From an optimization exercise on the open Yosys and OpenROAD flow, aimed at small area; shortcuts taken in it are not production practice.
The RTL was checked by simulation tests, not by an equivalence proof against the original design.

==> design/flow/run.sh <==
#!/bin/bash
# synth_recipe.tcl (not shown) runs the flow's synth.tcl, then flattens the netlist and writes it again
# the make line also repeats each setting of config.mk as NAME=value (left out here)
make -C /OpenROAD-flow-scripts/flow DESIGN_CONFIG=/design/flow/config.mk WORK_HOME=/design/flow/orfs CLKGATE_MAP_FILE= SYNTH_SCRIPT=/design/flow/synth_recipe.tcl finish
==> design/flow/config.mk <==
export PLATFORM = sky130hd
export DESIGN_NAME = catc
export DESIGN_NICKNAME = catc
export VERILOG_FILES = /design/flow/design.v
export SDC_FILE = /design/flow/constraint.sdc
export NUM_CORES = 4
export LEC_CHECK = 0
export ABC_AREA = 1
export CAP_MARGIN = 20
export CORE_MARGIN = 2
export CORE_UTILIZATION = 40
export SLEW_MARGIN = 20
==> design/flow/constraint.sdc <==
create_clock -name core_clock -period 30.0 [get_ports {clk}]
set_input_delay 6.0000 -clock core_clock [delete_from_list [all_inputs] [get_ports {clk}]]
set_output_delay 6.0000 -clock core_clock [all_outputs]
set_load 0.01 [all_outputs]
==> design/flow/design.v <==
module catc #(
    parameter [31:0] TIMEOUT_CYCLES = 32'd3000
) (
    input  wire        clk,
    input  wire        rst,
    input  wire        cmd_valid,
    input  wire [39:0] cmd_word,
    output wire        cmd_ready,
    output wire        done,
    output wire [3:0]  result,
    input  wire [3:0]  sts_addr,
    output reg  [31:0] sts_rdata,
    output wire        open_req,
    output wire [31:0] open_speed,
    input  wire        open_done,
    input  wire        open_ok,
    output wire        close_req,
    output wire        tx_start,
    output wire [39:0] tx_data,
    input  wire        tx_done,
    input  wire [2:0]  tx_count,
    input  wire        rx_valid,
    input  wire [7:0]  rx_data
);
    localparam [2:0] S_DISC   = 3'd0,
                     S_OPEN   = 3'd1,
                     S_CONN   = 3'd2,
                     S_SEND   = 3'd3,
                     S_AWAIT  = 3'd4,
                     S_IDLE   = 3'd5,
                     S_UNRESP = 3'd6;
    localparam [1:0] K_NONE = 2'd0,
                     K_FM   = 2'd1,
                     K_RX   = 2'd2,
                     K_TX   = 2'd3;
    localparam [3:0] R_OK          = 4'd0,
                     R_DEV_UNAVAIL = 4'd1,
                     R_SHORT_WRITE = 4'd2,
                     R_NO_REPLY    = 4'd3,
                     R_SHORT_READ  = 4'd4,
                     R_UNK_MODE    = 4'd5,
                     R_NOT_AVAIL   = 4'd6,
                     R_NOT_CONN    = 4'd7,
                     R_ALREADY     = 4'd8,
                     R_ILLEGAL     = 4'd9,
                     R_NONE        = 4'd15;
    localparam [11:0] TMR_SEED = 12'hFFF;
    localparam [11:0] TMR_LAST = 12'h8BD;   
    function [8:0] mode_code_by_name(input [31:0] w);
        case (w)
            32'h4C534200: mode_code_by_name = {1'b1, 8'h00};   
            32'h55534200: mode_code_by_name = {1'b1, 8'h01};   
            32'h43570000: mode_code_by_name = {1'b1, 8'h02};   
            32'h43575200: mode_code_by_name = {1'b1, 8'h03};   
            32'h414D0000: mode_code_by_name = {1'b1, 8'h04};   
            32'h57464D00: mode_code_by_name = {1'b1, 8'h06};   
            32'h464D0000: mode_code_by_name = {1'b1, 8'h08};   
            32'h464D4E00: mode_code_by_name = {1'b1, 8'h88};   
            32'h44494700: mode_code_by_name = {1'b1, 8'h0A};   
            32'h504B5400: mode_code_by_name = {1'b1, 8'h0C};   
            default:      mode_code_by_name = {1'b0, 8'h00};
        endcase
    endfunction
    function [3:0] mode_by_code(input [7:0] c);
        case (c)
            8'h00:   mode_by_code = 4'd0;
            8'h01:   mode_by_code = 4'd1;
            8'h02:   mode_by_code = 4'd2;
            8'h03:   mode_by_code = 4'd3;
            8'h04:   mode_by_code = 4'd4;
            8'h06:   mode_by_code = 4'd5;
            8'h08:   mode_by_code = 4'd6;
            8'h88:   mode_by_code = 4'd7;
            8'h0A:   mode_by_code = 4'd8;
            8'h0C:   mode_by_code = 4'd9;
            default: mode_by_code = 4'd15;
        endcase
    endfunction
    function non_bcd(input [31:0] b);
        integer i;
        begin
            non_bcd = 1'b0;
            for (i = 0; i < 8; i = i + 1)
                if (b[i*4+3] & (b[i*4+2] | b[i*4+1]))
                    non_bcd = 1'b1;
        end
    endfunction
    function [3:0] add3(input [3:0] v);
      reg c;
      begin
        c = v[3] | (v[2] & (v[1] | v[0]));
        add3 = {c, (v[2] & ~v[1] & ~v[0]) | (v[3] & v[0]),
                (v[1] & (~v[2] | v[0])) | (v[3] & ~v[0]), v[0] ^ c};
      end
    endfunction
    function [31:0] enc_freq(input [31:0] n);
      reg [3:0] e3_0, e4_0, e5_0, e6_0, e6_1, e7_0, e7_1, e8_0, e8_1, e9_0, e9_1, e9_2;
      reg [3:0] e10_0, e10_1, e10_2, e11_0, e11_1, e11_2, e12_0, e12_1, e12_2, e13_0, e13_1, e13_2;
      reg [3:0] e13_3, e14_0, e14_1, e14_2, e14_3, e15_0, e15_1, e15_2, e15_3, e16_0, e16_1, e16_2;
      reg [3:0] e16_3, e16_4, e17_0, e17_1, e17_2, e17_3, e17_4, e18_0, e18_1, e18_2, e18_3, e18_4;
      reg [3:0] e19_0, e19_1, e19_2, e19_3, e19_4, e19_5, e20_0, e20_1, e20_2, e20_3, e20_4, e20_5;
      reg [3:0] e21_0, e21_1, e21_2, e21_3, e21_4, e21_5, e22_0, e22_1, e22_2, e22_3, e22_4, e22_5;
      reg [3:0] e23_0, e23_1, e23_2, e23_3, e23_4, e23_5, e23_6, e24_0, e24_1, e24_2, e24_3, e24_4;
      reg [3:0] e24_5, e24_6, e25_0, e25_1, e25_2, e25_3, e25_4, e25_5, e25_6, e26_0, e26_1, e26_2;
      reg [3:0] e26_3, e26_4, e26_5, e26_6, e26_7, e27_0, e27_1, e27_2, e27_3, e27_4, e27_5, e27_6;
      reg [3:0] e27_7, e28_0, e28_1, e28_2, e28_3, e28_4, e28_5, e28_6, e28_7, e29_0, e29_1, e29_2;
      reg [3:0] e29_3, e29_4, e29_5, e29_6, e29_7, e30_0, e30_1, e30_2, e30_3, e30_4, e30_5, e30_6;
      reg [3:0] e30_7, e31_0, e31_1, e31_2, e31_3, e31_4, e31_5, e31_6, e31_7;
      begin
        e3_0 = add3({1'b0, n[31], n[30], n[29]});
        e4_0 = add3({e3_0[2], e3_0[1], e3_0[0], n[28]});
        e5_0 = add3({e4_0[2], e4_0[1], e4_0[0], n[27]});
        e6_0 = add3({e5_0[2], e5_0[1], e5_0[0], n[26]});
        e6_1 = add3({1'b0, e3_0[3], e4_0[3], e5_0[3]});
        e7_0 = add3({e6_0[2], e6_0[1], e6_0[0], n[25]});
        e7_1 = add3({e6_1[2], e6_1[1], e6_1[0], e6_0[3]});
        e8_0 = add3({e7_0[2], e7_0[1], e7_0[0], n[24]});
        e8_1 = add3({e7_1[2], e7_1[1], e7_1[0], e7_0[3]});
        e9_0 = add3({e8_0[2], e8_0[1], e8_0[0], n[23]});
        e9_1 = add3({e8_1[2], e8_1[1], e8_1[0], e8_0[3]});
        e9_2 = add3({1'b0, e6_1[3], e7_1[3], e8_1[3]});
        e10_0 = add3({e9_0[2], e9_0[1], e9_0[0], n[22]});
        e10_1 = add3({e9_1[2], e9_1[1], e9_1[0], e9_0[3]});
        e10_2 = add3({e9_2[2], e9_2[1], e9_2[0], e9_1[3]});
        e11_0 = add3({e10_0[2], e10_0[1], e10_0[0], n[21]});
        e11_1 = add3({e10_1[2], e10_1[1], e10_1[0], e10_0[3]});
        e11_2 = add3({e10_2[2], e10_2[1], e10_2[0], e10_1[3]});
        e12_0 = add3({e11_0[2], e11_0[1], e11_0[0], n[20]});
        e12_1 = add3({e11_1[2], e11_1[1], e11_1[0], e11_0[3]});
        e12_2 = add3({e11_2[2], e11_2[1], e11_2[0], e11_1[3]});
        e13_0 = add3({e12_0[2], e12_0[1], e12_0[0], n[19]});
        e13_1 = add3({e12_1[2], e12_1[1], e12_1[0], e12_0[3]});
        e13_2 = add3({e12_2[2], e12_2[1], e12_2[0], e12_1[3]});
        e13_3 = add3({e9_2[3], e10_2[3], e11_2[3], e12_2[3]});
        e14_0 = add3({e13_0[2], e13_0[1], e13_0[0], n[18]});
        e14_1 = add3({e13_1[2], e13_1[1], e13_1[0], e13_0[3]});
        e14_2 = add3({e13_2[2], e13_2[1], e13_2[0], e13_1[3]});
        e14_3 = add3({e13_3[2], e13_3[1], e13_3[0], e13_2[3]});
        e15_0 = add3({e14_0[2], e14_0[1], e14_0[0], n[17]});
        e15_1 = add3({e14_1[2], e14_1[1], e14_1[0], e14_0[3]});
        e15_2 = add3({e14_2[2], e14_2[1], e14_2[0], e14_1[3]});
        e15_3 = add3({e14_3[2], e14_3[1], e14_3[0], e14_2[3]});
        e16_0 = add3({e15_0[2], e15_0[1], e15_0[0], n[16]});
        e16_1 = add3({e15_1[2], e15_1[1], e15_1[0], e15_0[3]});
        e16_2 = add3({e15_2[2], e15_2[1], e15_2[0], e15_1[3]});
        e16_3 = add3({e15_3[2], e15_3[1], e15_3[0], e15_2[3]});
        e16_4 = add3({1'b0, e13_3[3], e14_3[3], e15_3[3]});
        e17_0 = add3({e16_0[2], e16_0[1], e16_0[0], n[15]});
        e17_1 = add3({e16_1[2], e16_1[1], e16_1[0], e16_0[3]});
        e17_2 = add3({e16_2[2], e16_2[1], e16_2[0], e16_1[3]});
        e17_3 = add3({e16_3[2], e16_3[1], e16_3[0], e16_2[3]});
        e17_4 = add3({e16_4[2], e16_4[1], e16_4[0], e16_3[3]});
        e18_0 = add3({e17_0[2], e17_0[1], e17_0[0], n[14]});
        e18_1 = add3({e17_1[2], e17_1[1], e17_1[0], e17_0[3]});
        e18_2 = add3({e17_2[2], e17_2[1], e17_2[0], e17_1[3]});
        e18_3 = add3({e17_3[2], e17_3[1], e17_3[0], e17_2[3]});
        e18_4 = add3({e17_4[2], e17_4[1], e17_4[0], e17_3[3]});
        e19_0 = add3({e18_0[2], e18_0[1], e18_0[0], n[13]});
        e19_1 = add3({e18_1[2], e18_1[1], e18_1[0], e18_0[3]});
        e19_2 = add3({e18_2[2], e18_2[1], e18_2[0], e18_1[3]});
        e19_3 = add3({e18_3[2], e18_3[1], e18_3[0], e18_2[3]});
        e19_4 = add3({e18_4[2], e18_4[1], e18_4[0], e18_3[3]});
        e19_5 = add3({1'b0, e16_4[3], e17_4[3], e18_4[3]});
        e20_0 = add3({e19_0[2], e19_0[1], e19_0[0], n[12]});
        e20_1 = add3({e19_1[2], e19_1[1], e19_1[0], e19_0[3]});
        e20_2 = add3({e19_2[2], e19_2[1], e19_2[0], e19_1[3]});
        e20_3 = add3({e19_3[2], e19_3[1], e19_3[0], e19_2[3]});
        e20_4 = add3({e19_4[2], e19_4[1], e19_4[0], e19_3[3]});
        e20_5 = add3({e19_5[2], e19_5[1], e19_5[0], e19_4[3]});
        e21_0 = add3({e20_0[2], e20_0[1], e20_0[0], n[11]});
        e21_1 = add3({e20_1[2], e20_1[1], e20_1[0], e20_0[3]});
        e21_2 = add3({e20_2[2], e20_2[1], e20_2[0], e20_1[3]});
        e21_3 = add3({e20_3[2], e20_3[1], e20_3[0], e20_2[3]});
        e21_4 = add3({e20_4[2], e20_4[1], e20_4[0], e20_3[3]});
        e21_5 = add3({e20_5[2], e20_5[1], e20_5[0], e20_4[3]});
        e22_0 = add3({e21_0[2], e21_0[1], e21_0[0], n[10]});
        e22_1 = add3({e21_1[2], e21_1[1], e21_1[0], e21_0[3]});
        e22_2 = add3({e21_2[2], e21_2[1], e21_2[0], e21_1[3]});
        e22_3 = add3({e21_3[2], e21_3[1], e21_3[0], e21_2[3]});
        e22_4 = add3({e21_4[2], e21_4[1], e21_4[0], e21_3[3]});
        e22_5 = add3({e21_5[2], e21_5[1], e21_5[0], e21_4[3]});
        e23_0 = add3({e22_0[2], e22_0[1], e22_0[0], n[9]});
        e23_1 = add3({e22_1[2], e22_1[1], e22_1[0], e22_0[3]});
        e23_2 = add3({e22_2[2], e22_2[1], e22_2[0], e22_1[3]});
        e23_3 = add3({e22_3[2], e22_3[1], e22_3[0], e22_2[3]});
        e23_4 = add3({e22_4[2], e22_4[1], e22_4[0], e22_3[3]});
        e23_5 = add3({e22_5[2], e22_5[1], e22_5[0], e22_4[3]});
        e23_6 = add3({e19_5[3], e20_5[3], e21_5[3], e22_5[3]});
        e24_0 = add3({e23_0[2], e23_0[1], e23_0[0], n[8]});
        e24_1 = add3({e23_1[2], e23_1[1], e23_1[0], e23_0[3]});
        e24_2 = add3({e23_2[2], e23_2[1], e23_2[0], e23_1[3]});
        e24_3 = add3({e23_3[2], e23_3[1], e23_3[0], e23_2[3]});
        e24_4 = add3({e23_4[2], e23_4[1], e23_4[0], e23_3[3]});
        e24_5 = add3({e23_5[2], e23_5[1], e23_5[0], e23_4[3]});
        e24_6 = add3({e23_6[2], e23_6[1], e23_6[0], e23_5[3]});
        e25_0 = add3({e24_0[2], e24_0[1], e24_0[0], n[7]});
        e25_1 = add3({e24_1[2], e24_1[1], e24_1[0], e24_0[3]});
        e25_2 = add3({e24_2[2], e24_2[1], e24_2[0], e24_1[3]});
        e25_3 = add3({e24_3[2], e24_3[1], e24_3[0], e24_2[3]});
        e25_4 = add3({e24_4[2], e24_4[1], e24_4[0], e24_3[3]});
        e25_5 = add3({e24_5[2], e24_5[1], e24_5[0], e24_4[3]});
        e25_6 = add3({e24_6[2], e24_6[1], e24_6[0], e24_5[3]});
        e26_0 = add3({e25_0[2], e25_0[1], e25_0[0], n[6]});
        e26_1 = add3({e25_1[2], e25_1[1], e25_1[0], e25_0[3]});
        e26_2 = add3({e25_2[2], e25_2[1], e25_2[0], e25_1[3]});
        e26_3 = add3({e25_3[2], e25_3[1], e25_3[0], e25_2[3]});
        e26_4 = add3({e25_4[2], e25_4[1], e25_4[0], e25_3[3]});
        e26_5 = add3({e25_5[2], e25_5[1], e25_5[0], e25_4[3]});
        e26_6 = add3({e25_6[2], e25_6[1], e25_6[0], e25_5[3]});
        e26_7 = add3({1'b0, e23_6[3], e24_6[3], e25_6[3]});
        e27_0 = add3({e26_0[2], e26_0[1], e26_0[0], n[5]});
        e27_1 = add3({e26_1[2], e26_1[1], e26_1[0], e26_0[3]});
        e27_2 = add3({e26_2[2], e26_2[1], e26_2[0], e26_1[3]});
        e27_3 = add3({e26_3[2], e26_3[1], e26_3[0], e26_2[3]});
        e27_4 = add3({e26_4[2], e26_4[1], e26_4[0], e26_3[3]});
        e27_5 = add3({e26_5[2], e26_5[1], e26_5[0], e26_4[3]});
        e27_6 = add3({e26_6[2], e26_6[1], e26_6[0], e26_5[3]});
        e27_7 = add3({e26_7[2], e26_7[1], e26_7[0], e26_6[3]});
        e28_0 = add3({e27_0[2], e27_0[1], e27_0[0], n[4]});
        e28_1 = add3({e27_1[2], e27_1[1], e27_1[0], e27_0[3]});
        e28_2 = add3({e27_2[2], e27_2[1], e27_2[0], e27_1[3]});
        e28_3 = add3({e27_3[2], e27_3[1], e27_3[0], e27_2[3]});
        e28_4 = add3({e27_4[2], e27_4[1], e27_4[0], e27_3[3]});
        e28_5 = add3({e27_5[2], e27_5[1], e27_5[0], e27_4[3]});
        e28_6 = add3({e27_6[2], e27_6[1], e27_6[0], e27_5[3]});
        e28_7 = add3({e27_7[2], e27_7[1], e27_7[0], e27_6[3]});
        e29_0 = add3({e28_0[2], e28_0[1], e28_0[0], n[3]});
        e29_1 = add3({e28_1[2], e28_1[1], e28_1[0], e28_0[3]});
        e29_2 = add3({e28_2[2], e28_2[1], e28_2[0], e28_1[3]});
        e29_3 = add3({e28_3[2], e28_3[1], e28_3[0], e28_2[3]});
        e29_4 = add3({e28_4[2], e28_4[1], e28_4[0], e28_3[3]});
        e29_5 = add3({e28_5[2], e28_5[1], e28_5[0], e28_4[3]});
        e29_6 = add3({e28_6[2], e28_6[1], e28_6[0], e28_5[3]});
        e29_7 = add3({e28_7[2], e28_7[1], e28_7[0], e28_6[3]});
        e30_0 = add3({e29_0[2], e29_0[1], e29_0[0], n[2]});
        e30_1 = add3({e29_1[2], e29_1[1], e29_1[0], e29_0[3]});
        e30_2 = add3({e29_2[2], e29_2[1], e29_2[0], e29_1[3]});
        e30_3 = add3({e29_3[2], e29_3[1], e29_3[0], e29_2[3]});
        e30_4 = add3({e29_4[2], e29_4[1], e29_4[0], e29_3[3]});
        e30_5 = add3({e29_5[2], e29_5[1], e29_5[0], e29_4[3]});
        e30_6 = add3({e29_6[2], e29_6[1], e29_6[0], e29_5[3]});
        e30_7 = add3({e29_7[2], e29_7[1], e29_7[0], e29_6[3]});
        e31_0 = add3({e30_0[2], e30_0[1], e30_0[0], n[1]});
        e31_1 = add3({e30_1[2], e30_1[1], e30_1[0], e30_0[3]});
        e31_2 = add3({e30_2[2], e30_2[1], e30_2[0], e30_1[3]});
        e31_3 = add3({e30_3[2], e30_3[1], e30_3[0], e30_2[3]});
        e31_4 = add3({e30_4[2], e30_4[1], e30_4[0], e30_3[3]});
        e31_5 = add3({e30_5[2], e30_5[1], e30_5[0], e30_4[3]});
        e31_6 = add3({e30_6[2], e30_6[1], e30_6[0], e30_5[3]});
        e31_7 = add3({e30_7[2], e30_7[1], e30_7[0], e30_6[3]});
        enc_freq = {e31_7[2], e31_7[1], e31_7[0], e31_6[3], e31_6[2], e31_6[1], e31_6[0], e31_5[3], e31_5[2], e31_5[1], e31_5[0], e31_4[3], e31_4[2], e31_4[1], e31_4[0], e31_3[3], e31_3[2], e31_3[1], e31_3[0], e31_2[3], e31_2[2], e31_2[1], e31_2[0], e31_1[3], e31_1[2], e31_1[1], e31_1[0], e31_0[3], e31_0[2], e31_0[1], e31_0[0], n[0]};
      end
    endfunction
    function [27:0] dec_freq(input [31:0] b);
      reg p1, p2, p3, p4, p5, p6, p7, p8, p9, p10, p11, p12, p13, p14, p15, p16;
      reg p17, p18, p19, p20, p21, p22, p23, p24, p25, p26, p27, p28, p29, p30, p31, p32;
      reg p33, p34, p35, p36, p37, p38, p39, p40, p41, p42, p43, p44, p45, p46, p47, p48;
      reg p49, p50, p51, p52, p53, p54, p55, p56, p57, p58, p59, p60, p61, p62, p63, p64;
      reg p65, p66, p67, p68, p69, p70, p71, p72, p73, p74, p75, p76, p77, p78, p79, p80;
      reg p81, p82, p83, p84, p85, p86, p87, p88, p89, p90, p91, p92, p93, p94, p95, p96;
      reg p97, p98, p99, p100, p101, p102, p103, p104, p105, p106, p107, p108, p109, p110, p111, p112;
      reg p113, p114, p115, p116, p117, p118, p119, p120, p121, p122, p123, p124, p125, p126, p127, p128;
      reg p129, p130, p131, p132, p133, p134, p135, p136, p137, p138, p139, p140, p141, p142, p143, p144;
      reg p145, p146, p147, p148, p149, p150, p151, p152, p153, p154, p155, p156, p157, p158, p159, p160;
      reg p161, p162, p163, p164, p165, p166, p167, p168, p169, p170, p171, p172, p173, p174, p175, p176;
      reg p177, p178, p179, p180, p181, p182, p183, p184, p185, p186, p187, p188, p189, p190, p191, p192;
      reg p193, p194, p195, p196, p197, p198, p199, p200, p201, p202, p203, p204, p205, p206, p207, p208;
      reg p209, p210, p211, p212, p213, p214, p215, p216, p217, p218, p219, p220, p221, p222, p223, p224;
      reg p225, p226, p227, p228, p229, p230, p231, p232, p233, p234, p235, p236, p237, p238, p239, p240;
      reg p241, p242, p243, p244, p245, p246, p247, p248, p249, p250, p251, p252, p253, p254, p255, p256;
      reg p257, p258, p259, p260, p261, p262, p263, p264, p265, p266, p267, p268, p269, p270, p271, p272;
      reg p273, p274, p275, p276;
      begin
        p1 = b[3] ^ b[6] ^ b[4];
        p2 = (b[3] & b[6]) | (b[3] & b[4]) | (b[6] & b[4]);
        p3 = p2 ^ b[7] ^ b[5];
        p4 = (p2 & b[7]) | (p2 & b[5]) | (b[7] & b[5]);
        p5 = b[1] ^ b[4];
        p6 = b[1] & b[4];
        p7 = b[2] ^ b[5] ^ p6;
        p8 = (b[2] & b[5]) | (b[2] & p6) | (b[5] & p6);
        p9 = p1 ^ p8;
        p10 = p1 & p8;
        p11 = p3 ^ p10;
        p12 = p3 & p10;
        p13 = p4 ^ b[6] ^ p12;
        p14 = (p4 & b[6]) | (p4 & p12) | (b[6] & p12);
        p15 = b[7] ^ p14;
        p16 = b[7] & p14;
        p17 = b[11] ^ b[14] ^ b[12];
        p18 = (b[11] & b[14]) | (b[11] & b[12]) | (b[14] & b[12]);
        p19 = p18 ^ b[15] ^ b[13];
        p20 = (p18 & b[15]) | (p18 & b[13]) | (b[15] & b[13]);
        p21 = b[9] ^ b[12];
        p22 = b[9] & b[12];
        p23 = b[10] ^ b[13] ^ p22;
        p24 = (b[10] & b[13]) | (b[10] & p22) | (b[13] & p22);
        p25 = p17 ^ p24;
        p26 = p17 & p24;
        p27 = p19 ^ p26;
        p28 = p19 & p26;
        p29 = p20 ^ b[14] ^ p28;
        p30 = (p20 & b[14]) | (p20 & p28) | (b[14] & p28);
        p31 = b[15] ^ p30;
        p32 = b[15] & p30;
        p33 = b[19] ^ b[22] ^ b[20];
        p34 = (b[19] & b[22]) | (b[19] & b[20]) | (b[22] & b[20]);
        p35 = p34 ^ b[23] ^ b[21];
        p36 = (p34 & b[23]) | (p34 & b[21]) | (b[23] & b[21]);
        p37 = b[17] ^ b[20];
        p38 = b[17] & b[20];
        p39 = b[18] ^ b[21] ^ p38;
        p40 = (b[18] & b[21]) | (b[18] & p38) | (b[21] & p38);
        p41 = p33 ^ p40;
        p42 = p33 & p40;
        p43 = p35 ^ p42;
        p44 = p35 & p42;
        p45 = p36 ^ b[22] ^ p44;
        p46 = (p36 & b[22]) | (p36 & p44) | (b[22] & p44);
        p47 = b[23] ^ p46;
        p48 = b[23] & p46;
        p49 = b[27] ^ b[30] ^ b[28];
        p50 = (b[27] & b[30]) | (b[27] & b[28]) | (b[30] & b[28]);
        p51 = p50 ^ b[31] ^ b[29];
        p52 = (p50 & b[31]) | (p50 & b[29]) | (b[31] & b[29]);
        p53 = b[25] ^ b[28];
        p54 = b[25] & b[28];
        p55 = b[26] ^ b[29] ^ p54;
        p56 = (b[26] & b[29]) | (b[26] & p54) | (b[29] & p54);
        p57 = p49 ^ p56;
        p58 = p49 & p56;
        p59 = p51 ^ p58;
        p60 = p51 & p58;
        p61 = p52 ^ b[30] ^ p60;
        p62 = (p52 & b[30]) | (p52 & p60) | (b[30] & p60);
        p63 = b[31] ^ p62;
        p64 = b[31] & p62;
        p65 = p11 ^ p23 ^ b[16];
        p66 = (p11 & p23) | (p11 & b[16]) | (p23 & b[16]);
        p67 = p13 ^ p25 ^ ~b[8];
        p68 = (p13 & p25) | (p13 & ~b[8]) | (p25 & ~b[8]);
        p69 = p15 ^ p27 ^ ~p21;
        p70 = (p15 & p27) | (p15 & ~p21) | (p27 & ~p21);
        p71 = p16 ^ p29 ^ ~p23;
        p72 = (p16 & p29) | (p16 & ~p23) | (p29 & ~p23);
        p73 = b[8] ^ p41 ^ p53;
        p74 = (b[8] & p41) | (b[8] & p53) | (p41 & p53);
        p75 = p31 ^ ~p25 ^ p21;
        p76 = (p31 & ~p25) | (p31 & p21) | (~p25 & p21);
        p77 = p43 ^ ~b[16] ^ p55;
        p78 = (p43 & ~b[16]) | (p43 & p55) | (~b[16] & p55);
        p79 = p32 ^ ~p27 ^ p23;
        p80 = (p32 & ~p27) | (p32 & p23) | (~p27 & p23);
        p81 = p45 ^ ~p37 ^ p57;
        p82 = (p45 & ~p37) | (p45 & p57) | (~p37 & p57);
        p83 = ~p29 ^ p25 ^ p47;
        p84 = (~p29 & p25) | (~p29 & p47) | (p25 & p47);
        p85 = ~p39 ^ p59 ^ p53;
        p86 = (~p39 & p59) | (~p39 & p53) | (p59 & p53);
        p87 = ~p31 ^ p27 ^ p48;
        p88 = (~p31 & p27) | (~p31 & p48) | (p27 & p48);
        p89 = ~p41 ^ b[16] ^ p61;
        p90 = (~p41 & b[16]) | (~p41 & p61) | (b[16] & p61);
        p91 = ~p32 ^ p29 ^ ~p43;
        p92 = (~p32 & p29) | (~p32 & ~p43) | (p29 & ~p43);
        p93 = p37 ^ p63 ^ p57;
        p94 = (p37 & p63) | (p37 & p57) | (p63 & p57);
        p95 = p31 ^ ~p45 ^ p39;
        p96 = (p31 & ~p45) | (p31 & p39) | (~p45 & p39);
        p97 = b[16] ^ p64 ^ p59;
        p98 = (b[16] & p64) | (b[16] & p59) | (p64 & p59);
        p99 = p32 ^ ~p47 ^ p41;
        p100 = (p32 & ~p47) | (p32 & p41) | (~p47 & p41);
        p101 = p37 ^ p61 ^ b[24];
        p102 = (p37 & p61) | (p37 & b[24]) | (p61 & b[24]);
        p103 = ~p48 ^ p43 ^ p39;
        p104 = (~p48 & p43) | (~p48 & p39) | (p43 & p39);
        p105 = p63 ^ p53 ^ 1'b1;
        p106 = (p63 & p53) | (p63 & 1'b1) | (p53 & 1'b1);
        p107 = p45 ^ p41 ^ p64;
        p108 = (p45 & p41) | (p45 & p64) | (p41 & p64);
        p109 = p55 ^ ~b[24] ^ 1'b1;
        p110 = (p55 & ~b[24]) | (p55 & 1'b1) | (~b[24] & 1'b1);
        p111 = p47 ^ p43 ^ p57;
        p112 = (p47 & p43) | (p47 & p57) | (p43 & p57);
        p113 = p48 ^ p45 ^ p59;
        p114 = (p48 & p45) | (p48 & p59) | (p45 & p59);
        p115 = p47 ^ p61 ^ ~p57;
        p116 = (p47 & p61) | (p47 & ~p57) | (p61 & ~p57);
        p117 = p48 ^ p63 ^ ~p59;
        p118 = (p48 & p63) | (p48 & ~p59) | (p63 & ~p59);
        p119 = p64 ^ ~p61 ^ p53;
        p120 = (p64 & ~p61) | (p64 & p53) | (~p61 & p53);
        p121 = ~p63 ^ p55 ^ 1'b1;
        p122 = (~p63 & p55) | (~p63 & 1'b1) | (p55 & 1'b1);
        p123 = ~p64 ^ p57 ^ 1'b1;
        p124 = (~p64 & p57) | (~p64 & 1'b1) | (p57 & 1'b1);
        p125 = p66 ^ p67 ^ p37;
        p126 = (p66 & p67) | (p66 & p37) | (p67 & p37);
        p127 = p68 ^ p69 ^ p39;
        p128 = (p68 & p69) | (p68 & p39) | (p69 & p39);
        p129 = p70 ^ p71 ^ p73;
        p130 = (p70 & p71) | (p70 & p73) | (p71 & p73);
        p131 = p72 ^ p74 ^ p75;
        p132 = (p72 & p74) | (p72 & p75) | (p74 & p75);
        p133 = p76 ^ p78 ^ p79;
        p134 = (p76 & p78) | (p76 & p79) | (p78 & p79);
        p135 = p80 ^ p82 ^ p83;
        p136 = (p80 & p82) | (p80 & p83) | (p82 & p83);
        p137 = p84 ^ p86 ^ p87;
        p138 = (p84 & p86) | (p84 & p87) | (p86 & p87);
        p139 = p88 ^ p90 ^ p91;
        p140 = (p88 & p90) | (p88 & p91) | (p90 & p91);
        p141 = p92 ^ p94 ^ p95;
        p142 = (p92 & p94) | (p92 & p95) | (p94 & p95);
        p143 = p96 ^ p98 ^ p99;
        p144 = (p96 & p98) | (p96 & p99) | (p98 & p99);
        p145 = p100 ^ p102 ^ p103;
        p146 = (p100 & p102) | (p100 & p103) | (p102 & p103);
        p147 = p104 ^ p106 ^ p107;
        p148 = (p104 & p106) | (p104 & p107) | (p106 & p107);
        p149 = p108 ^ p110 ^ p111;
        p150 = (p108 & p110) | (p108 & p111) | (p110 & p111);
        p151 = p112 ^ p113 ^ ~p55;
        p152 = (p112 & p113) | (p112 & ~p55) | (p113 & ~p55);
        p153 = p114 ^ p115 ^ 1'b1;
        p154 = (p114 & p115) | (p114 & 1'b1) | (p115 & 1'b1);
        p155 = p116 ^ p117 ^ b[24];
        p156 = (p116 & p117) | (p116 & b[24]) | (p117 & b[24]);
        p157 = p118 ^ p119 ^ 1'b1;
        p158 = (p118 & p119) | (p118 & 1'b1) | (p119 & 1'b1);
        p159 = p126 ^ p127 ^ b[24];
        p160 = (p126 & p127) | (p126 & b[24]) | (p127 & b[24]);
        p161 = p130 ^ p131 ^ p77;
        p162 = (p130 & p131) | (p130 & p77) | (p131 & p77);
        p163 = p132 ^ p133 ^ p81;
        p164 = (p132 & p133) | (p132 & p81) | (p133 & p81);
        p165 = p134 ^ p135 ^ p85;
        p166 = (p134 & p135) | (p134 & p85) | (p135 & p85);
        p167 = p136 ^ p137 ^ p89;
        p168 = (p136 & p137) | (p136 & p89) | (p137 & p89);
        p169 = p138 ^ p139 ^ p93;
        p170 = (p138 & p139) | (p138 & p93) | (p139 & p93);
        p171 = p140 ^ p141 ^ p97;
        p172 = (p140 & p141) | (p140 & p97) | (p141 & p97);
        p173 = p142 ^ p143 ^ p101;
        p174 = (p142 & p143) | (p142 & p101) | (p143 & p101);
        p175 = p144 ^ p145 ^ p105;
        p176 = (p144 & p145) | (p144 & p105) | (p145 & p105);
        p177 = p146 ^ p147 ^ p109;
        p178 = (p146 & p147) | (p146 & p109) | (p147 & p109);
        p179 = p148 ^ p149 ^ ~p53;
        p180 = (p148 & p149) | (p148 & ~p53) | (p149 & ~p53);
        p181 = p150 ^ p151 ^ 1'b1;
        p182 = (p150 & p151) | (p150 & 1'b1) | (p151 & 1'b1);
        p183 = p154 ^ p155 ^ 1'b1;
        p184 = (p154 & p155) | (p154 & 1'b1) | (p155 & 1'b1);
        p185 = p158 ^ p120 ^ p121;
        p186 = (p158 & p120) | (p158 & p121) | (p120 & p121);
        p187 = p160 ^ p128 ^ p129;
        p188 = (p160 & p128) | (p160 & p129) | (p128 & p129);
        p189 = p162 ^ p163 ^ b[24];
        p190 = (p162 & p163) | (p162 & b[24]) | (p163 & b[24]);
        p191 = p166 ^ p167 ^ p55;
        p192 = (p166 & p167) | (p166 & p55) | (p167 & p55);
        p193 = p170 ^ p171 ^ 1'b1;
        p194 = (p170 & p171) | (p170 & 1'b1) | (p171 & 1'b1);
        p195 = p172 ^ p173 ^ 1'b1;
        p196 = (p172 & p173) | (p172 & 1'b1) | (p173 & 1'b1);
        p197 = p178 ^ p179 ^ 1'b1;
        p198 = (p178 & p179) | (p178 & 1'b1) | (p179 & 1'b1);
        p199 = p182 ^ p152 ^ p153;
        p200 = (p182 & p152) | (p182 & p153) | (p152 & p153);
        p201 = p184 ^ p156 ^ p157;
        p202 = (p184 & p156) | (p184 & p157) | (p156 & p157);
        p203 = p186 ^ p122 ^ p123;
        p204 = (p186 & p122) | (p186 & p123) | (p122 & p123);
        p205 = p188 ^ p161 ^ 1'b1;
        p206 = (p188 & p161) | (p188 & 1'b1) | (p161 & 1'b1);
        p207 = p190 ^ p164 ^ p165;
        p208 = (p190 & p164) | (p190 & p165) | (p164 & p165);
        p209 = p192 ^ p168 ^ p169;
        p210 = (p192 & p168) | (p192 & p169) | (p168 & p169);
        p211 = p196 ^ p174 ^ p175;
        p212 = (p196 & p174) | (p196 & p175) | (p174 & p175);
        p213 = p198 ^ p180 ^ p181;
        p214 = (p198 & p180) | (p198 & p181) | (p180 & p181);
        p215 = p204 ^ p124 ^ p59;
        p216 = (p204 & p124) | (p204 & p59) | (p124 & p59);
        p217 = p212 ^ p176 ^ p177;
        p218 = (p212 & p176) | (p212 & p177) | (p176 & p177);
        p219 = p216 ^ p61 ^ 1'b1;
        p220 = (p216 & p61) | (p216 & 1'b1) | (p61 & 1'b1);
        p221 = p220 ^ p63 ^ 1'b1;
        p222 = (p220 & p63) | (p220 & 1'b1) | (p63 & 1'b1);
        p223 = p222 ^ p64 ^ 1'b1;
        p224 = (p222 & p64) | (p222 & 1'b1) | (p64 & 1'b1);
        p225 = p7 ^ b[8];
        p226 = p7 & b[8];
        p227 = p9 ^ p21 ^ p226;
        p228 = (p9 & p21) | (p9 & p226) | (p21 & p226);
        p229 = p65 ^ p228;
        p230 = p65 & p228;
        p231 = p125 ^ 1'b1 ^ p230;
        p232 = (p125 & 1'b1) | (p125 & p230) | (1'b1 & p230);
        p233 = p159 ^ p232;
        p234 = p159 & p232;
        p235 = p187 ^ p234;
        p236 = p187 & p234;
        p237 = p205 ^ p236;
        p238 = p205 & p236;
        p239 = p206 ^ p189 ^ p238;
        p240 = (p206 & p189) | (p206 & p238) | (p189 & p238);
        p241 = p207 ^ p240;
        p242 = p207 & p240;
        p243 = p208 ^ p191 ^ p242;
        p244 = (p208 & p191) | (p208 & p242) | (p191 & p242);
        p245 = p209 ^ p244;
        p246 = p209 & p244;
        p247 = p210 ^ p193 ^ p246;
        p248 = (p210 & p193) | (p210 & p246) | (p193 & p246);
        p249 = p194 ^ p195 ^ p248;
        p250 = (p194 & p195) | (p194 & p248) | (p195 & p248);
        p251 = p211 ^ p250;
        p252 = p211 & p250;
        p253 = p217 ^ p252;
        p254 = p217 & p252;
        p255 = p218 ^ p197 ^ p254;
        p256 = (p218 & p197) | (p218 & p254) | (p197 & p254);
        p257 = p213 ^ p256;
        p258 = p213 & p256;
        p259 = p214 ^ p199 ^ p258;
        p260 = (p214 & p199) | (p214 & p258) | (p199 & p258);
        p261 = p200 ^ p183 ^ p260;
        p262 = (p200 & p183) | (p200 & p260) | (p183 & p260);
        p263 = p201 ^ p262;
        p264 = p201 & p262;
        p265 = p202 ^ p185 ^ p264;
        p266 = (p202 & p185) | (p202 & p264) | (p185 & p264);
        p267 = p203 ^ p266;
        p268 = p203 & p266;
        p269 = p215 ^ p268;
        p270 = p215 & p268;
        p271 = p219 ^ p270;
        p272 = p219 & p270;
        p273 = p221 ^ p272;
        p274 = p221 & p272;
        p275 = p223 ^ p274;
        p276 = p223 & p274;
        dec_freq = {p275, p273, p271, p269, p267, p265, p263, p261, p259, p257, p255, p253, p251, p249, p247, p245, p243, p241, p239, p237, p235, p233, p231, p229, p227, p225, p5, b[0]};
      end
    endfunction
    reg [2:0]  seq_state;
    reg        unresp;
    reg        first_q;
    reg [3:0]  result_r;
    reg [7:0]  last_hop;
    reg [1:0]  kind;
    reg [11:0] tmr;
    reg [2:0]  rxcnt;
    reg [39:0] rxbuf;        
    reg [31:0] txhi;         
    reg [3:0]  txop;         
    reg        txpkt_valid;
    reg        fm_valid;
    reg [39:0] fm_raw;       
    reg        rx_valid_r;
    reg [7:0]  rx_raw;
    reg        tx_valid_r;
    reg [7:0]  tx_raw;
    reg        done_r;
    reg        open_req_r;
    reg [31:0] open_speed_r;
    reg        close_req_r;
    reg        tx_start_r;
    wire st_open  = (seq_state == S_OPEN);
    wire st_send  = (seq_state == S_SEND);
    wire st_await = (seq_state == S_AWAIT);
    wire busy     = st_open | st_send | st_await;
    wire disc     = (seq_state == S_DISC);
    wire [7:0] txop_byte;
    assign txop_byte[7] = (~txop[3] & txop[2] & ~txop[0]) | (txop[3] & txop[1]);
    assign txop_byte[6] = txop[3] & txop[1];
    assign txop_byte[5] = txop[3] & txop[1];
    assign txop_byte[4] = txop[3] & txop[1] & txop[0];
    assign txop_byte[3] = ~txop[3] & txop[2] & (txop[1] ^ txop[0]);
    assign txop_byte[2] = txop[3] & (txop[1] | ~txop[0]);
    assign txop_byte[1] = txop[3];
    assign txop_byte[0] = txop[3] | (txop[2] & txop[1] & txop[0]);
    assign cmd_ready  = ~busy;
    assign done       = done_r;
    assign result     = result_r;
    assign open_req   = open_req_r;
    assign open_speed = open_speed_r;
    assign close_req  = close_req_r;
    assign tx_start   = tx_start_r;
    assign tx_data    = {txhi, txop_byte};
    wire [7:0]  hop  = cmd_word[7:0];
    wire [31:0] arg  = cmd_word[39:8];
    wire        hop_hi0 = (hop[7:4] == 4'd0);
    wire [7:0]  mcode;
    wire        mvalid;
    assign {mvalid, mcode} = mode_code_by_name(arg);
    wire [31:0] fbcd = enc_freq(arg);
    wire [31:0] enc_hi = (hop[3:0] == 4'd7) ? fbcd :
                         (hop[3:0] == 4'd8) ? {mcode, 24'd0} : 32'd0;
    wire       cap  = (kind != K_NONE) && rx_valid && (rxcnt != 3'd5);
    wire [2:0] cnt1 = cap ? rxcnt + 3'd1 : rxcnt;
    wire [4:0] wr;    
    assign wr[0] = cap && rxcnt == 3'd0;
    assign wr[1] = cap && rxcnt == 3'd1;
    assign wr[2] = cap && rxcnt == 3'd2;
    assign wr[3] = cap && rxcnt == 3'd3;
    assign wr[4] = cap && rxcnt == 3'd4;
    wire [39:0] buf1 = {wr[0] ? rx_data : rxbuf[39:32],
                        wr[1] ? rx_data : rxbuf[31:24],
                        wr[2] ? rx_data : rxbuf[23:16],
                        wr[3] ? rx_data : rxbuf[15:8],
                        wr[4] ? rx_data : rxbuf[7:0]};
    task complete(input [3:0] code);
        reg u;
        begin
            u = unresp;
            if (kind != K_NONE) begin
                if (code == R_NO_REPLY && first_q)
                    u = 1'b1;
                first_q <= 1'b0;
            end
            unresp    <= u;
            kind      <= K_NONE;
            seq_state <= u ? S_UNRESP : S_IDLE;
            result_r  <= code;
            done_r    <= 1'b1;
        end
    endtask
    task finish(input [3:0] code);
        begin
            result_r <= code;
            done_r   <= 1'b1;
        end
    endtask
    task dispatch(input [1:0] k);
        begin
            txhi        <= enc_hi;
            txop        <= hop[3:0];
            txpkt_valid <= 1'b1;
            tx_start_r  <= 1'b1;
            kind        <= k;
            seq_state   <= S_SEND;
            if (k != K_NONE) begin
                rxcnt <= 3'd0;
                rxbuf <= 40'd0;
            end
        end
    endtask
    task decode_commit;
        begin
            case (kind)
                K_FM: begin
                    fm_raw   <= buf1;
                    fm_valid <= 1'b1;
                    complete(R_OK);
                end
                K_RX: begin
                    rx_raw     <= buf1[39:32];
                    rx_valid_r <= 1'b1;
                    complete(R_OK);
                end
                default: begin   
                    if (buf1[39:32] == 8'hFF)
                        complete(R_NOT_AVAIL);
                    else begin
                        tx_raw     <= buf1[39:32];
                        tx_valid_r <= 1'b1;
                        complete(R_OK);
                    end
                end
            endcase
        end
    endtask
    always @(posedge clk)
        tmr <= st_send ? TMR_SEED : {tmr[10:0], tmr[11] ^ tmr[10]};
    always @(posedge clk) begin
        if (rst) begin
            seq_state    <= S_DISC;
            unresp       <= 1'b0;
            first_q      <= 1'b0;
            result_r     <= R_NONE;
            last_hop     <= 8'h00;
            kind         <= K_NONE;
            rxcnt        <= 3'd0;
            rxbuf        <= 40'd0;
            txhi         <= 32'd0;
            txop         <= 4'd3;
            txpkt_valid  <= 1'b0;
            fm_valid     <= 1'b0;
            rx_valid_r   <= 1'b0;
            tx_valid_r   <= 1'b0;
            done_r       <= 1'b0;
            open_req_r   <= 1'b0;
            open_speed_r <= 32'd0;
            close_req_r  <= 1'b0;
            tx_start_r   <= 1'b0;
        end else begin
            done_r      <= 1'b0;
            open_req_r  <= 1'b0;
            close_req_r <= 1'b0;
            tx_start_r  <= 1'b0;
            case (seq_state)
                S_DISC, S_CONN, S_IDLE, S_UNRESP: begin
                    if (cmd_valid) begin
                        last_hop <= hop;
                        if (!hop_hi0)
                            finish(R_ILLEGAL);
                        else case (hop[3:0])
                            4'h1: begin   
                                if (!disc)
                                    finish(R_ALREADY);
                                else begin
                                    open_req_r   <= 1'b1;
                                    open_speed_r <= arg;
                                    seq_state    <= S_OPEN;
                                end
                            end
                            4'h2: begin   
                                if (disc)
                                    finish(R_NOT_CONN);
                                else begin
                                    close_req_r <= 1'b1;
                                    seq_state   <= S_DISC;
                                    first_q     <= 1'b0;
                                    finish(R_OK);
                                end
                            end
                            4'h8: begin   
                                if (!mvalid)
                                    finish(R_UNK_MODE);
                                else if (disc)
                                    finish(R_NOT_CONN);
                                else
                                    dispatch(K_NONE);
                            end
                            4'h3, 4'h4, 4'h5, 4'h6, 4'h7: begin
                                if (disc)
                                    finish(R_NOT_CONN);
                                else
                                    dispatch(K_NONE);
                            end
                            4'h9, 4'hA, 4'hB: begin
                                if (disc)
                                    finish(R_NOT_CONN);
                                else
                                    dispatch(hop[1:0] == 2'd1 ? K_FM :
                                             hop[1:0] == 2'd2 ? K_RX : K_TX);
                            end
                            default: finish(R_ILLEGAL);
                        endcase
                    end
                end
                S_OPEN: begin
                    if (open_done) begin
                        if (open_ok) begin
                            seq_state  <= S_CONN;
                            first_q    <= 1'b1;
                            unresp     <= 1'b0;
                            fm_valid   <= 1'b0;
                            rx_valid_r <= 1'b0;
                            tx_valid_r <= 1'b0;
                            finish(R_OK);
                        end else begin
                            seq_state <= S_DISC;
                            finish(R_DEV_UNAVAIL);
                        end
                    end
                end
                S_SEND: begin
                    rxbuf <= buf1;
                    rxcnt <= cnt1;
                    if (tx_done) begin
                        if (tx_count != 3'd5)
                            complete(R_SHORT_WRITE);
                        else if (kind == K_NONE)
                            complete(R_OK);
                        else if (cnt1 == 3'd5)
                            decode_commit;
                        else
                            seq_state <= S_AWAIT;
                    end
                end
                S_AWAIT: begin
                    rxbuf <= buf1;
                    rxcnt <= cnt1;
                    if (cnt1 == 3'd5)
                        decode_commit;
                    else if (tmr == TMR_LAST)
                        complete(cnt1 == 3'd0 ? R_NO_REPLY : R_SHORT_READ);
                end
                default: ;   
            endcase
        end
    end
    wire [31:0] fm_bcd  = fm_raw[39:8];
    wire [27:0] freq_n  = dec_freq(fm_bcd);
    wire        freq_nb = non_bcd(fm_bcd);
    always @(*) begin
        case (sts_addr)
            4'd0: sts_rdata = {6'd0, kind, last_hop, 4'd0, result_r, 2'd0,
                               first_q, unresp, busy, seq_state};
            4'd1: sts_rdata = fm_valid ? {1'b1, freq_nb, 2'b00, freq_n} : 32'd0;
            4'd2: sts_rdata = fm_valid ? {1'b1, 19'd0, mode_by_code(fm_raw[7:0]),
                                          fm_raw[7:0]} : 32'd0;
            4'd3: sts_rdata = rx_valid_r ? {1'b1, 16'd0, rx_raw[7], rx_raw[6],
                                            ~rx_raw[5], rx_raw[3:0], rx_raw} : 32'd0;
            4'd4: sts_rdata = tx_valid_r ? {1'b1, 16'd0, tx_raw[7], tx_raw[6],
                                            ~tx_raw[5], tx_raw[3:0], tx_raw} : 32'd0;
            4'd5: sts_rdata = txhi;
            4'd6: sts_rdata = {txpkt_valid, 23'd0, txop_byte};
            4'd7: sts_rdata = rxbuf[39:8];
            4'd8: sts_rdata = {21'd0, rxcnt, rxbuf[7:0]};
            4'd9: sts_rdata = TIMEOUT_CYCLES;
            4'd10: sts_rdata = fm_valid ? fm_bcd : 32'd0;
            default: sts_rdata = 32'd0;
        endcase
    end
endmodule
==> results of run 1 <==
## cell usage after synthesis (6+ instances only)
| library cell | count |
|---|---|
| nand4_1 | 44 |
| nor4_1 | 18 |
| and2_1 | 10 |
| inv_2 | 61 |
| edfxtp_1 | 56 |
| nand2_1 | 867 |
| a22oi_1 | 16 |
| or2_2 | 7 |
| ha_1 | 56 |
| a31oi_1 | 15 |
| a22o_1 | 15 |
| dfxtp_1 | 150 |
| nand3_1 | 257 |
| o21ai_2 | 11 |
| o2111ai_1 | 13 |
| a21oi_1 | 169 |
| nand2_2 | 166 |
| clkinv_1 | 11 |
| o211ai_1 | 19 |
| nand3_2 | 6 |
| clkbuf_1 | 44 |
| a21oi_2 | 16 |
| fa_1 | 90 |
| o21ai_1 | 38 |
| o21ai_0 | 221 |
| a221oi_1 | 36 |
| nor3_1 | 33 |
| inv_1 | 518 |
| nand2_4 | 6 |
| o22ai_1 | 89 |
| nor2_1 | 163 |
## flip-flops by register name (all words and copies together) (netlist names), 2 cells and up
| signal | count |
|---|---|
| fm_raw | 40 |
| result_r | 4 |
| tmr | 12 |
| kind | 2 |
| rxbuf | 40 |
| txhi | 32 |
| rx_raw | 8 |
| txop | 4 |
| tx_raw | 8 |
| seq_state | 3 |
| open_speed_r | 32 |
| rxcnt | 3 |
| last_hop | 8 |
## per-stage QoR
| stage | setup WS, ps | hold WS [ps] | utilization (%) |
|---|---|---|---|
| final | 13360 | 428 | 46.6 |
| after global routing | 11550 | 454 | 46.6 |
| after CTS | 13320 | 434 | 46.6 |
| after detailed placement | 12790 | 419 | 45.0 |
| after global placement | 12890 | 409 | 45.0 |
| after floorplan | 14930 | 400 | - |
## critical path: cells and delay by family
| kind | cells | cell delay (ps) |
|---|---|---|
| AND/OR/NAND/NOR | 90 | 7700 |
| AO/OA/AOI/OAI | 8 | 2220 |
| buffers and inverters | 7 | 1230 |
## cells by family (layout without fill, tap and decap cells)
logic type                 after synthesis  in the layout  share of synthesized area (%)
AOI/OAI and AO/OA                      702            702                           20.3
xor gates and xnor gates                 4              4                          0.166
adders and majority gates              146            146                           11.9
buffers and inverters                  649            826                           12.0
DFF                                    206            206                           22.2
and+or+nand+nor                       1583           1583                           33.4
## cell type report
cell class | instances | area [sq um]
Clock inverter | 11 | 130
Inverter | 594 | 2270
Sequential cell | 206 | 4680
Tap cell | 688 | 861
Timing Repair Buffer | 187 | 1830
Clock buffer | 34 | 752
Fill cell | 5456 | 27900
Multi-Input combinational cell | 2435 | 13900
## cells in the final DEF, fill, tap and decap left out, types with 44 or more instances in the layout
cell,n
a21oi_1,169
clkdlybuf4s50_1,173
dfxtp_1,150
edfxtp_1,56
fa_1,90
ha_1,56
inv_1,518
inv_2,61
nand2_1,867
nand2_2,166
nand3_1,257
nand4_1,44
nor2_1,158
o21ai_0,221
o22ai_1,89
## layer usage
layer	GRT usage (%)	vias to the layer above
met5	0	-
met2	36.9	625
met4	6.69	0
met3	4.47	104
met1	32.5	9923
li1	-	11200
## path summary, 6_finish.rpt
path                         from                  endpoint  slack (ps)  depth (start not counted)
max                  cmd_word[39]     txhi[25]$_SDFFE_PP0P_       13360                        105
min             tmr[4]$_SDFF_PP1_         tmr[5]$_SDFF_PP1_         430                          2
max reg2reg  kind[0]$_SDFFE_PP0P_  result_r[2]$_SDFFE_PP1P_       26030                         14
min reg2reg     tmr[4]$_SDFF_PP1_         tmr[5]$_SDFF_PP1_         430                          2
==> metrics.yaml, run 1 <==
placed_cells: 4110
cts_root_buffer: "clkbuf_16"
synth.ff_latch_count: 206
gr-usage-all-layers_pct: 23.4
ys_types: 67
grt_pass1_vias: 19700
die_w_um: 233
synth-edff-count: 56
netlist.top_cell.by_area: "nand2_1"
cts.hold.buffers_added: 0
grt_setup_unrepaired: "false"
yosys_warnings: 1
portion_of_synthesized_cell_area_occupied_by_the_leading_cell_type_pct: 15.5
die_h_um: 233
worstSetupPathType: "in -> reg"
critical_path.max_fanout: 5
layoutNonFillerInstCount: 4155
crit_path_frequent_cell: "nand2_1"
synth-seq-area-share_pct: 22.2
dr_total_vias: 21800
tritoncts_num_sinks: 206
finalWirelength_mm: 65.4
number_of_buffers_added_by_the_clock_tree_synthesis_step: 25
synth_fp_nets: 3498
design.portCount: 175
place.gp.congestion: 0.959
drt_first_iter_violations: 1672
synth_top_cells_by_area: "nand2_1 15%, dfxtp_1 14%, inv_1 9.2%"
cts_setup_buffers: 0
antenna_violations_before_repair: 0
max_stage_delay_ps: 590
grt_overflow_total: 0
max-cap-violations: 0
sum_neg_setup_slack_ps: 0
placement.cell_area_sq_um: 23500
syn_area_sq_um: 21100
final_layout_size_suffix_gt1_share_pct: 10.4
dieArea_sq_um: 54500
worst_min_path_class: "reg -> reg"
syn-instance-count: 3290
nNetsFinal: 3657
ys.flop_type: "dfxtp_1"
slew_headroom_pct: 31.3
worst_setup_path_end_kind: "flop"
route.antenna.remaining_nets: 0
cts_max_path_buffers: 3
worst-slew-pin-transition_ps: 1030
wl_met2_mm: 27.9
final_hold_viol_count: 0
final-max-slew-violation-count: 0
topRoutingLayerUsed: "met4"
coreArea_sq_um: 52300
outcome: "timing/DRC/antenna clean"
clock.fmax_ghz: 0.0601
worstPathRequired_ps: 30500
drt-pass1-iter-count: 6
crit_arrival_ps: 17140
detail_route.drc_violations: 0
placement_rows: 84
count_of_buffers_from_port_buffering: 174
layout_min_cycle_time_ps: 16640
timing.critical_path.from_type: "primary input"
finClkSkew_ps: 13.3
grt_pass1_wl_mm: 102
routed-wl-met3_mm: 4.56
setup-violations-final: 0
cts_max_level: 1
antennaDiodeCount: 0
slowest_cp_cell: "clkdlybuf4s50_1"
final_design_area_no_fill_sq_um: 24400
vias_per_inst: 5.26
cts_tree: "built"
final_min_period_over_clock_period_pct: 55.5
wl_met1_mm: 30.9
drt-wirelength-per-cell_um: 15.7
syn_to_final_growth_pct: 15.9
place.detailed.hpwl_mm: 52.4
worst_skew_pair.late_latency_ps: 560
starting_utilization_of_the_core_area_pct: 40.2
cts.clk_slew.worst_paths_ps: 70
syn-mean-instance-area_sq_um: 6.40
grt_max_degree: 82
number_of_instances_resized_during_post_cts_repair: 0
async_reset_ff_share_pct: 0
==> run 2: changes to the inputs <==
--- a/design/flow/config.mk
+++ b/design/flow/config.mk
@@ -9,4 +9,4 @@
 export CAP_MARGIN = 20
 export CORE_MARGIN = 2
-export CORE_UTILIZATION = 40
+export CORE_UTILIZATION = 70
 export SLEW_MARGIN = 20
==> run 2 against run 1 <==
Still clean on timing, DRC and antenna. Critical path depth is 6 higher. Clock-buffer cell count is 8 lower. Hold slack better by 14 ps. Global-route usage is 20 points higher. Via count is 11% higher. Core utilization is 34 points higher. Sequential cell count stayed put. Non-clock buffer count is 1 lower. Wire length is 6.4% higher. First-iteration DRC count is 87% higher. Cell area is 2.0% lower. Critical path type unchanged. Largest cell class unchanged.
==> metrics.yaml, run 2 <==
synth_top_family_by_area: "simple AND/OR/NAND/NOR gates"  # unchanged
drt_first_iter_violations: 3131  # was 1,672
synth-edff-count: 56  # unchanged
design.portCount: 175  # unchanged
synth-adder-area-share_pct: 11.9  # unchanged
grt_overflow_total: 0  # unchanged
syn_to_final_growth_pct: 13.6  # was 15.9%
finClkSkew_ps: 32.6  # was 13.3 ps
cts_root_buffer: "clkbuf_16"  # unchanged
place.gp.congestion: 1.00  # was 0.959
nNetsFinal: 3654  # was 3,657
grt_pass1_vias: 22300  # was 19.7k
route.antenna.remaining_nets: 0  # unchanged
portion_of_synthesized_cell_area_occupied_by_the_leading_cell_type_pct: 15.5  # unchanged
drt-wirelength-per-cell_um: 18.0  # was 15.7 um
count_of_buffers_from_port_buffering: 174  # unchanged
cts.clk_slew.worst_paths_ps: 60  # was 70 ps
number_of_instances_resized_during_post_cts_repair: 0  # unchanged
syn-mean-instance-area_sq_um: 6.40  # unchanged
crit_path_frequent_cell: "nand2_1"  # unchanged
synth.top_cells.by_count: "867 x nand2_1, 518 x inv_1, 257 x nand3_1"  # unchanged
synth_xor_xnor_area_share_pct: 0.166  # unchanged
dieArea_sq_um: 31500  # was 54,500 sq um
worst_skew_pair.late_latency_ps: 560  # about the same
slowest_cp_cell: "clkdlybuf4s50_1"  # unchanged
area.sequential_sq_um: 4680  # unchanged
setup-violations-final: 0  # unchanged
synth-seq-area-share_pct: 22.2  # unchanged
starting_utilization_of_the_core_area_pct: 71.1  # was 40.2%
async_reset_ff_share_pct: 0  # unchanged
outcome: "timing/DRC/antenna clean"  # unchanged
clock.fmax_ghz: 0.0568  # was 0.0601 GHz
grt_pass1_wl_mm: 109  # was 102 mm
detail_route.drc_violations: 0  # unchanged
cts.hold.buffers_added: 0  # unchanged
compound_cell_area_share_of_the_yosys_netlist_pct: 20.3  # unchanged
ys.flop_type: "dfxtp_1"  # unchanged
layout.cells.most_common: "nand2_1"  # unchanged
multi_input_logic_area_sq_um: 13900  # about the same
cts_tree: "built"  # unchanged
grt_setup_unrepaired: "false"  # unchanged
most-common-layout-cells: "867 x nand2_1, 518 x inv_1, 257 x nand3_1"  # unchanged
sum_neg_setup_slack_ps: 0  # unchanged
worst_min_path_class: "reg -> reg"  # unchanged
syn_area_sq_um: 21100  # unchanged
yosys.area_share.simple_pct: 33.4  # unchanged
largest_registers: "fm_raw (40), rxbuf (40)"  # unchanged
number_of_buffers_added_by_the_clock_tree_synthesis_step: 23  # was 25
synth.ff_latch_count: 206  # unchanged
slew_headroom_pct: 30.3  # was 31.3%
finalWirelength_mm: 69.6  # was 65.4 mm
synth_most_common_cell: "nand2_1"  # unchanged
post-route-util_pct: 80.7  # was 46.6%
tritoncts_num_sinks: 206  # unchanged
cts_max_level: 1  # unchanged
critical_path.max_fanout: 6  # was 5
yosys-mux-area-fraction_pct: 0  # unchanged
final-max-slew-violation-count: 0  # unchanged
placement_rows: 63  # was 84
grt_max_degree: 82  # unchanged
topRoutingLayerUsed: "met5"  # was met4
detailedPlace.worstSlack_ps: 12370  # was 12,790 ps
dr_total_vias: 24200  # was 21.8k
coreArea_sq_um: 29600  # was 52,300 sq um
ys_types: 67  # unchanged
min_path_cells: 2  # unchanged
cts_setup_buffers: 0  # unchanged
vias_per_inst: 6.27  # was 5.26
layout.filler_cells: 2034  # was 5,456
place.detailed.hpwl_mm: 53.7  # was 52.4 mm
die_w_um: 177  # was 233 um
synth_fp_nets: 3498  # unchanged
wl_met2_mm: 30.4  # was 27.9 mm
antenna_violations_before_repair: 2  # was 0
worstSetupPathType: "in -> reg"  # unchanged
netlist.top_cell.by_area: "nand2_1"  # unchanged
synth_top_cells_by_area: "nand2_1 15%, dfxtp_1 14%, inv_1 9.2%"  # unchanged
syn-instance-count: 3290  # unchanged
die_h_um: 177  # was 233 um
routed-wl-met3_mm: 9.05  # was 4.56 mm
layout_min_cycle_time_ps: 17620  # was 16,640 ps
wl_met1_mm: 26.3  # was 30.9 mm
drt-pass1-iter-count: 9  # was 6
r2r_cells: 14  # unchanged
final_layout_size_suffix_gt1_share_pct: 10.2  # was 10.4%
worstPathRequired_ps: 30370  # was 30,500 ps
yosys_warnings: 1  # unchanged
final_min_period_over_clock_period_pct: 58.7  # was 55.5%
cts_max_path_buffers: 3  # unchanged
final_hold_viol_count: 0  # unchanged
worst_setup_path_end_kind: "flop"  # unchanged
setup_ws_final_ps: 12380  # was 13,360 ps
max-cap-violations: 0  # unchanged
crit_arrival_ps: 17980  # was 17,140 ps
gr-usage-all-layers_pct: 43.2  # was 23.4%
worst-slew-pin-transition_ps: 1040  # was 1030 ps
timing.critical_path.from_type: "primary input"  # unchanged
max_stage_delay_ps: 580  # was 590 ps
[run 2: changes by cell type in the layout (fill, tap and decap cells not counted), sizes merged]
cell	delta
clkinvlp	+1
buf	-1
diode	+1
inv	+1
clkbuf	-8
clkinv	+3
[run 2: cell families (layout without fill, tap and decap cells)]
kind of cell / count (synthesis) / in the layout
AND/OR/NAND/NOR: 1583 / 1583
flip-flops: 206 / 206
XOR/XNOR: 4 / 4
adder cells (fa/ha/maj): 146 / 146
other: 0 / 1
AO/OA/AOI/OAI: 702 / 702
buffers and inverters: 649 / 822
[run 2: worst paths after layout]
kind                              from                        to  slack (ps)
setup / recovery          cmd_word[39]     txhi[26]$_SDFFE_PP0P_       12380
hold / removal       tmr[5]$_SDFF_PP1_         tmr[6]$_SDFF_PP1_         440
setup reg to reg  kind[0]$_SDFFE_PP0P_  result_r[2]$_SDFFE_PP1P_       25950
hold reg to reg      tmr[5]$_SDFF_PP1_         tmr[6]$_SDFF_PP1_         440
[run 2: layer usage]
layer / up-vias / track usage (%)
li1: 11200 / -
met4: 2 / 20.8
met1: 11000 / 54.7
met2: 1655 / 68.7
met3: 339 / 11.2
met5: - / 0
[run 2: cell type report]
type                            count  area share (%)
Tap cell                          390            2.04
Clock buffer                       26            2.50
Timing Repair Buffer              186            7.74
Antenna cell                        1          0.0105
Sequential cell                   206            19.6
Multi-Input combinational cell   2435            58.0
Clock inverter                     16           0.664
Inverter                          594            9.50
[run 2: critical path: cells and delay by family]
kind	cells	cell delay, ps
buffers and inverters	6	1150
AO/OA/AOI/OAI	5	1160
AND/OR/NAND/NOR	100	9680
[run 2: per-stage QoR]
stage,instance area [sq um],hold slack (ps),cells
floorplan,21100,400,3290
global placement,23100,402,3809
detailed placement,23100,425,3810
CTS,23900,444,3852
global route,23900,469,3854
finish,23900,442,3854

## static timing again, ports no longer ideal
The results above use ideal ports. As a check the final layouts listed here were re-extracted and re-timed, cells and wires unchanged.
Step 1 sets driving cells, clkbuf_16 on the clock port and buf_2 on the other inputs (assumed; they add their load-dependent delay and slew).
Step 2 also shifts input and output timing later by t, the mid clock arrival at the registers, as if the neighbouring blocks saw the same clock.
a / b / c = ideal / step 1 / step 2; a / b = the first two.
run	t, ns	slack for setup (ns)	hold slack, ns
run 1	0.609	13.356 / 13.321 / 12.779	0.428 / 0.428 / 0.428
run 2	0.592	12.383 / 12.414 / 11.822	0.442 / 0.442 / 0.442
After both steps setup and hold are still met in every run listed. The setup slack of run 1, which loses most, moves by -0.035 ns with the drivers and by -0.577 ns with both steps.
